Background: an optimization exercise with open tools, aiming at small area, a short achievable clock period and few clock cycles. Do not read the settings as production practice. In this exercise RTL edits were held to simulation tests only and were not proved equivalent to the original.

<file path="flow/design.v">
module hdc_unit (
    input  wire        clk,
    input  wire        rst,           
    input  wire        cmd_valid,
    output wire        cmd_ready,
    input  wire [63:0] cmd_ctl,
    input  wire [63:0] cmd_data,
    output reg         rsp_valid,
    output reg  [7:0]  rsp_status,
    output reg  [63:0] rsp_value
);
    localparam integer D  = 100;
    localparam integer NV = 8;
    reg        rdy;
    reg        v0;
    reg [20:0] ctl;
    reg        res_nz;
    reg [6:0]  idx;
    reg        idx_hi;
    reg [63:0] data;
    assign cmd_ready = rdy;
    always @(posedge clk) begin
        rdy    <= !rst;
        v0     <= cmd_valid && rdy && !rst;
        ctl    <= cmd_ctl[20:0];
        res_nz <= |cmd_ctl[31:21];
        idx    <= cmd_ctl[38:32];
        idx_hi <= |cmd_ctl[63:39];
        data   <= cmd_data;
    end
    wire [7:0] op = ctl[7:0];
    wire [3:0] rd = ctl[11:8];
    wire [3:0] ra = ctl[15:12];
    wire [3:0] rb = ctl[19:16];
    wire       bv = ctl[20];
    wire o_rdcfg = op == 8'h01;
    wire o_vclr  = op == 8'h10;
    wire o_vgetb = op == 8'h11;
    wire o_vsetb = op == 8'h12;
    wire o_vrdw  = op == 8'h13;
    wire o_vwrw  = op == 8'h14;
    wire o_vbind = op == 8'h20;
    wire o_vor   = op == 8'h21;
    wire o_vham  = op == 8'h22;
    wire o_vnsim = op == 8'h23;
    wire o_vrot  = op == 8'h24;
    wire o_brst  = op == 8'h30;
    wire o_bacc  = op == 8'h31;
    wire o_bfin  = op == 8'h32;
    wire known = o_rdcfg | o_vclr | o_vgetb | o_vsetb | o_vrdw | o_vwrw | o_vbind
               | o_vor | o_vham | o_vnsim | o_vrot | o_brst | o_bacc | o_bfin;
    wire use_rd  = o_vclr | o_vsetb | o_vwrw | o_vbind | o_vor | o_vrot | o_bfin;
    wire use_ra  = o_vgetb | o_vrdw | o_vbind | o_vor | o_vham | o_vnsim | o_vrot | o_bacc;
    wire use_rb  = o_vbind | o_vor | o_vham | o_vnsim;
    wire use_bv  = o_vsetb;
    wire use_idx = o_rdcfg | o_vgetb | o_vsetb | o_vrdw | o_vwrw;
    wire nz_idx = idx_hi || |idx;
    wire illegal = !known
                || res_nz
                || (!use_rd  && |rd) || (use_rd && rd[3])
                || (!use_ra  && |ra) || (use_ra && ra[3])
                || (!use_rb  && |rb) || (use_rb && rb[3])
                || (!use_bv  && bv)
                || (!use_idx && nz_idx)
                || (o_rdcfg && (idx_hi || idx > 7'd5));
    wire out_of_range = ((o_vgetb || o_vsetb) && (idx_hi || idx >= 7'd100))
                     || ((o_vrdw  || o_vwrw)  && (idx_hi || |idx[6:1]));
    wire ok = !illegal && !out_of_range;
    wire go = v0 && ok;
    wire [1:0] kmod_q = data[1:0];
    wire [4:0] kmod_m0, kmod_m1;
    hdc_kmod u_kmod (.x(data[63:2]), .m0(kmod_m0), .m1(kmod_m1));
    wire [6:0] kget = (idx == 7'd0) ? 7'd0 : 7'd100 - idx;
    wire [4:0] kfix_m = o_vgetb ? kget[6:2] : (o_vrdw && idx[0]) ? 5'd9 : 5'd0;
    wire [1:0] kfix_q = o_vgetb ? kget[1:0] : 2'd0;
    reg        e_v;           
    reg        e_we;          
    reg [2:0]  e_rd, e_pa, e_pb;
    reg [1:0]  e_rs;          
    reg [3:0]  e_kq;
    reg [4:0]  e_km0, e_km1;
    reg        e_setb, e_wrw, e_clr, e_bv;
    reg [6:0]  e_idx;
    reg        e_acc, e_brst;
    reg        e_rdcfg, e_getb, e_rdw, e_ham, e_nsim;
    reg [1:0]  e_st;
    reg [63:0] e_data;
    always @(posedge clk) begin
        e_v     <= v0 && !rst;
        e_we    <= go && (o_vclr | o_vsetb | o_vwrw | o_vbind | o_vor | o_vrot | o_bfin);
        e_rd    <= rd[2:0];
        e_pa    <= ra[2:0] | ((o_vsetb | o_vwrw) ? rd[2:0] : 3'd0);
        e_pb    <= rb[2:0];
        e_rs    <= o_vbind ? 2'd1 : o_vor ? 2'd2 : o_bfin ? 2'd3 : 2'd0;
        e_kq    <= 4'd1 << (o_vrot ? kmod_q : kfix_q);
        e_km0   <= o_vrot ? kmod_m0 : 5'd1 << (kfix_m % 5);
        e_km1   <= o_vrot ? kmod_m1 : 5'd1 << (kfix_m / 5);
        e_setb  <= o_vsetb;
        e_wrw   <= o_vwrw;
        e_clr   <= o_vclr;
        e_bv    <= bv;
        e_idx   <= idx;
        e_acc   <= go && o_bacc;
        e_brst  <= go && o_brst;
        e_rdcfg <= ok && o_rdcfg;
        e_getb  <= ok && o_vgetb;
        e_rdw   <= ok && o_vrdw;
        e_ham   <= ok && o_vham;
        e_nsim  <= ok && o_vnsim;
        e_st    <= illegal ? 2'd1 : out_of_range ? 2'd2 : 2'd0;
        e_data  <= data;
    end
    reg [D-1:0] vreg [0:NV-1];             
    wire [NV*D-1:0] vflat = {vreg[7], vreg[6], vreg[5], vreg[4],
                             vreg[3], vreg[2], vreg[1], vreg[0]};
    wire [D-1:0] va, vb;
    hdc_rmux u_ra (.v(vflat), .sel(8'd1 << e_pa), .y(va));
    hdc_rmux u_rb (.v(vflat), .sel(8'd1 << e_pb), .y(vb));
    wire [D-1:0] diff = va ^ vb;
    wire [D-1:0] fin;
    wire [D-1:0] rin = (e_rs == 2'd1) ? diff :
                       (e_rs == 2'd2) ? (va | vb) :
                       (e_rs == 2'd3) ? fin : va;
    wire [D-1:0] rot;
    hdc_rot u_rot (.x(rin), .kq(e_kq), .km0(e_km0), .km1(e_km1), .y(rot));
    reg [D-1:0] wdata;
    integer w;
    always @* begin
        for (w = 0; w < D; w = w + 1) begin
            if (e_setb && e_idx == w)
                wdata[w] = e_bv;
            else if (e_wrw && (w < 64) && !e_idx[0])
                wdata[w] = e_data[w % 64];
            else if (e_wrw && (w >= 64) && e_idx[0])
                wdata[w] = e_data[w % 64];
            else
                wdata[w] = rot[w];
        end
    end
    wire v_zero = !rdy || e_clr;
    wire [D-1:0] wd = v_zero ? {D{1'b0}} : wdata;
    integer r;
    always @(posedge clk) begin
        for (r = 0; r < NV; r = r + 1)
            if (!rdy || (e_we && e_rd == r))
                vreg[r] <= wd;
    end
    genvar gc, gj;
    generate
        for (gc = 0; gc < D; gc = gc + 1) begin : g_cnt
            reg  [15:0] cnt;      
            wire [15:0] nx;
            wire [15:0] pp;       
            wire [16:0] tc;       
            hdc_cnt_sat u_sat (.pp(pp), .acc(e_acc), .g(tc[0]));
            for (gj = 0; gj < 16; gj = gj + 2) begin : g_bit
                hdc_cnt_bit_e u_e (.q(cnt[gj]),   .t(tc[gj]),     .a(va[gc]), .r(e_brst),
                                   .p(pp[gj]),     .tn_n(tc[gj+1]), .d(nx[gj]));
                hdc_cnt_bit_o u_o (.q(cnt[gj+1]), .t_n(tc[gj+1]), .a(va[gc]), .r(e_brst),
                                   .p_n(pp[gj+1]), .tn(tc[gj+2]),   .d(nx[gj+1]));
            end
            always @(posedge clk)
                cnt <= nx;
            assign fin[gc] = !cnt[15];
        end
    endgenerate
    wire [6:0] ham;
    hdc_pop u_pop (.x(diff), .n(ham));
    reg [63:0] cfg;
    always @* begin
        case (e_idx[2:0])
            3'd0:    cfg = 64'd100;
            3'd1:    cfg = 64'd2;
            3'd3:    cfg = 64'd8;
            3'd5:    cfg = 64'h0000000FFFFFFFFF;
            default: cfg = 64'd0;
        endcase
    end
    reg [63:0] value;
    always @* begin
        value = 64'd0;
        if (e_rdcfg) value = cfg;
        if (e_getb)  value = {63'd0, rot[0]};
        if (e_rdw)   value = e_idx[0] ? {28'd0, rot[35:0]} : rot[63:0];
        if (e_ham)   value = {57'd0, ham};
        if (e_nsim)  value = 64'd100 - {56'd0, ham, 1'b0};
    end
    always @(posedge clk) begin
        rsp_valid  <= e_v && !rst;
        rsp_status <= {6'd0, e_st};
        rsp_value  <= value;
    end
endmodule
module hdc_rmux (
    input  wire [799:0] v,
    input  wire [7:0]   sel,
    output reg  [99:0]  y
);
    integer i;
    always @* begin
        y = 100'd0;
        for (i = 0; i < 8; i = i + 1)
            y = y | (v[i*100 +: 100] & {100{sel[i]}});
    end
endmodule
module hdc_kmod (
    input  wire [61:0] x,
    output wire [4:0]  m0,
    output wire [4:0]  m1
);
    wire [12:0] s1 = {3'd0, x[9:0]} + {3'd0, ~x[19:10]} + {3'd0, x[29:20]}
                   + {3'd0, ~x[39:30]} + {3'd0, x[49:40]} + {3'd0, ~x[59:50]}
                   + {11'd0, x[61:60]};                   
    wire [10:0] s2 = {1'b0, s1[9:0]} + {8'd0, ~s1[12:10]};   
    wire [7:0]  s3 = {3'd0, s2[4:0]} + {2'd0, s2[10:5]} + {1'b0, s2[10:5], 1'b0}
                   + {s2[10:5], 2'd0};                    
    wire [6:0]  s4 = {2'd0, s3[4:0]} + {4'd0, s3[7:5]} + {3'd0, s3[7:5], 1'b0}
                   + {2'd0, s3[7:5], 2'b00};              
    reg  [4:0]  m;
    always @* m = (s4 + 7'd24) % 7'd25;
    assign m0 = 5'd1 << (m % 5);
    assign m1 = 5'd1 << (m / 5);
endmodule
module hdc_rot (
    input  wire [99:0] x,
    input  wire [3:0]  kq,
    input  wire [4:0]  km0,
    input  wire [4:0]  km1,
    output reg  [99:0] y
);
    reg [99:0] a, b;
    integer i, j;
    always @* begin
        for (i = 0; i < 100; i = i + 1) begin
            a[i] = 1'b0;
            for (j = 0; j < 4; j = j + 1)
                a[i] = a[i] | (kq[j] & x[(i + 100 - j) % 100]);
        end
        for (i = 0; i < 100; i = i + 1) begin
            b[i] = 1'b0;
            for (j = 0; j < 5; j = j + 1)
                b[i] = b[i] | (km0[j] & a[(i + 100 - 4 * j) % 100]);
        end
        for (i = 0; i < 100; i = i + 1) begin
            y[i] = 1'b0;
            for (j = 0; j < 5; j = j + 1)
                y[i] = y[i] | (km1[j] & b[(i + 100 - 20 * j) % 100]);
        end
    end
endmodule
module hdc_pop (
    input  wire [99:0] x,
    output reg  [6:0]  n
);
    integer i;
    always @* begin
        n = 7'd0;
        for (i = 0; i < 100; i = i + 1)
            n = n + {6'd0, x[i]};
    end
endmodule
module hdc_cnt_bit_e (
    input  wire q, input wire t, input wire a, input wire r,
    output wire p, output wire tn_n, output wire d
);
    assign p    = ~(q ^ a);
    assign tn_n = ~(t & p);
    assign d    = ~(r | ~(q ^ t));
endmodule
module hdc_cnt_bit_o (
    input  wire q, input wire t_n, input wire a, input wire r,
    output wire p_n, output wire tn, output wire d
);
    assign p_n = q ^ a;
    assign tn  = ~(t_n | p_n);
    assign d   = (q ~^ t_n) & ~r;
endmodule
module hdc_cnt_sat (
    input  wire [15:0] pp, input wire acc, output wire g
);
    wire all_pass = pp[0] & ~pp[1] & pp[2] & ~pp[3] & pp[4] & ~pp[5] & pp[6] & ~pp[7]
                  & pp[8] & ~pp[9] & pp[10] & ~pp[11] & pp[12] & ~pp[13] & pp[14];
    assign g = acc & ~(all_pass & pp[15]);
endmodule
</file>
<file path="flow/constraint.sdc">
create_clock -name core_clock -period 60.0 [get_ports {clk}]
set_input_delay 12.0000 -clock core_clock [delete_from_list [all_inputs] [get_ports {clk}]]
set_output_delay 12.0000 -clock core_clock [all_outputs]
set_load 0.01 [all_outputs]
</file>
<file path="flow/run.sh">
#!/bin/bash
# synth_recipe.tcl (not shown) runs the flow's synth.tcl, then flattens the netlist and writes it again
# the make line also repeats each setting of config.mk as NAME=value (left out here)
make -C /OpenROAD-flow-scripts/flow DESIGN_CONFIG=/design/flow/config.mk WORK_HOME=/design/flow/orfs CLKGATE_MAP_FILE= SYNTH_SCRIPT=/design/flow/synth_recipe.tcl finish
</file>
<file path="flow/config.mk">
export PLATFORM = sky130hd
export DESIGN_NAME = hdc_unit
export DESIGN_NICKNAME = hdc_unit
export VERILOG_FILES = /design/flow/design.v
export SDC_FILE = /design/flow/constraint.sdc
export NUM_CORES = 8
export LEC_CHECK = 0
export CAP_MARGIN = 40
export CORE_MARGIN = 2
export CORE_UTILIZATION = 40
export SLEW_MARGIN = 40
export SYNTH_HIERARCHICAL = 1
</file>
==> run summary <==
[per-layer routing]
layer	vias to the layer above	wire, um	track usage [%]	share of wire, %
li1	49852	-	-	-
met1	50424	175000	29.5	43
met2	4362	174000	33.7	42
met3	1001	37300	4.91	9.1
met4	16	22800	11.1	5.6
met5	-	94	0	0.023
[worst paths after layout]
check                       start  slack [ns]  cells after the start                 to
hold / removal    data[5]$_DFF_P_        0.35                      0  e_data[5]$_DFF_P_
setup / recovery  data[3]$_DFF_P_       43.20                     73   e_km0[1]$_DFF_P_
hold reg to reg   data[5]$_DFF_P_        0.35                      0  e_data[5]$_DFF_P_
setup reg to reg  data[3]$_DFF_P_       43.20                     73   e_km0[1]$_DFF_P_
[flip-flops by register name, indices dropped and copies added (netlist names), 3 cells and up]
register,cells
e_km1,5
idx,7
vreg,800
e_pa,3
g_cnt.cnt,1600
e_data,64
rsp_value,64
e_kq,4
e_rd,3
data,64
ctl,21
e_idx,7
e_km0,5
e_pb,3
[cell usage in the layout (no fill, tap or decap), types with 15 or more instances in the layout]
cell,count
mux2i_1,169
diode_2,15
and4bb_2,100
clkdlybuf4s50_1,198
inv_1,671
nor2b_1,21
clkbuf_8,46
and4b_1,101
and4bb_1,200
nor3_1,24
dfxtp_1,1854
mux4_2,33
a21oi_1,97
a22oi_1,1208
ha_1,174
nand4_1,206
clkbuf_16,306
clkinv_1,16
clkinv_2,39
bufinv_16,24
xnor2_1,1637
nand3_1,21
a41oi_2,100
nor2_1,2435
nand2_1,1297
edfxtp_1,800
buf_6,23
o311a_1,96
a21o_1,41
fa_1,141
a222oi_1,200
buf_4,199
a21oi_2,15
o21ai_0,182
clkbuf_1,64
xor2_1,1615
[through the flow]
step	instances	cell area (um^2)	util, %
after floorplan	14231	142000	-
after global placement	18911	148000	42.1
after detailed placement	18931	149000	42.2
after CTS	19460	159000	45.0
after global routing	19467	159000	45.0
final	19480	159000	45.1
[layout make-up]
class	count	area (um^2)
diodes	15	37.5
clock buffers	420	8560
clock inverters	109	1350
fillers	33645	194000
inverters	675	2530
multi-input cells	10414	74600
flip-flops and latches	2674	61600
well taps	4730	5920
repair buffers	443	4220
[worst reg2reg max path: cells and delay by family (launching register included)]
family          cells  cell delay (ns)
buf+inv            15             1.12
compound gates     19             3.61
mux                 1             0.39
simple gates       16             3.68
flops               1             0.34
fa+ha+maj          18             6.40
xor+xnor            4             1.17
==> results.json <==
{
  "outcome": "complete, no violations",
  "clockBufferDepth": 4,
  "drtIter0Drc": 12496,
  "cts_setup_buffers": 0,
  "fp-row-count": 218,
  "cts-root-buf": "clkbuf_16",
  "critPathArrivalTime_ns": 17.63,
  "drive_gt1_share_pct": 7.25,
  "grt_usage_pct": 22.1,
  "syn_area_mm2": 0.142,
  "postCtsHoldBufs": 0,
  "grt_overflow": 0,
  "max_slew.worst_pin.slew_ns": 0.976,
  "dr_total_vias": 105655,
  "hold_slack_ns": 0.351,
  "syn_to_final_growth_pct": 12.2,
  "die_h_um": 599,
  "cts_tree": "built",
  "wl_per_cell_um": 21.0,
  "clock_latency_ns": 0.94,
  "grt_antenna_before_repair": 17,
  "first_pass_iters": 16,
  "relSlewSlack_pct": 34.9,
  "drv_slew": 0,
  "hold_viol": 0,
  "grt_max_degree": 179,
  "grt_first_pass_wirelength_um": 615000,
  "period_needed_ns": 16.80,
  "critPathKind": "register to register",
  "grt_pass1_vias": 100947,
  "final.setup.tns_ns": 0,
  "critPathSlowestCell": "fa_1",
  "dieWidth_um": 599,
  "portBuffers": 198,
  "max-cap-violations": 0,
  "setup_viol": 0,
  "preCtsSetupSlack_ns": 43.38,
  "rsz0062_at_grt": "no",
  "start_kind": "register",
  "cts_resized": 0,
  "place.gp.congestion": 1.01,
  "cp.required_ns": 60.84,
  "fin_worst_skew_ns": 0.0728,
  "start_util_pct": 40.2,
  "max_stage_delay_ns": 0.65,
  "wl_um": 409000,
  "synth.avg_cell_area_um2": 9.95,
  "cts.sinks": 2674,
  "endpoint_kind": "register",
  "drc": 0,
  "dp_hpwl_um": 272000,
  "cp_top_family": "adder cells",
  "worstPathMaxFanout": 7,
  "ys_warn_count": 12,
  "dieArea_mm2": 0.359,
  "fin_ws_ns": 43.20,
  "cts-buffers-inserted": 292,
  "path_clk_slew_ns": 0.06,
  "core_mm2": 0.352,
  "fmax_mhz": 59.5,
  "h-tree-depth": 5,
  "ios": 205,
  "antenna_left": 0,
  "finalCritPeriodShare_pct": 28.0,
  "synthCells": 14226,
  "crit_buf_inv": 15,
  "fin_nets": 14946,
  "hold_path_class": "register to register",
  "via_per_inst": 5.42,
  "critPathMostFrequentCell": "inv_1"
}
Testbench counts, summed over its fixed seeds: cycles 32,024.

afterwards: timing with drivers on the ports:
How much do the figures lean on ideal ports? The routed layout below was timed once more, with nothing changed but the port constraints. Step 1 (the two cells are an assumption about what drives the block):
set clk [get_ports {clk}]
set_driving_cell -lib_cell sky130_fd_sc_hd__clkbuf_16 $clk
set_driving_cell -lib_cell sky130_fd_sc_hd__buf_2 [delete_from_list [all_inputs] $clk]
Step 2, shift: input delay + t, output delay - t, t = (earliest + latest rising clock arrival at the registers) / 2. This alone moves slack from input paths to output paths. Slacks: ideal ports / drivers / drivers and shift; pairs: ideal ports / drivers.
t, ns: 1.014
setup slack, ns: 43.205 / 43.205 / 43.205
worst hold slack (ns): 0.351 / 0.351 / 0.351
After both steps setup and hold are still met in this run. The setup slack of this run moves by 0.000 ns with the drivers and by 0.000 ns with both steps.
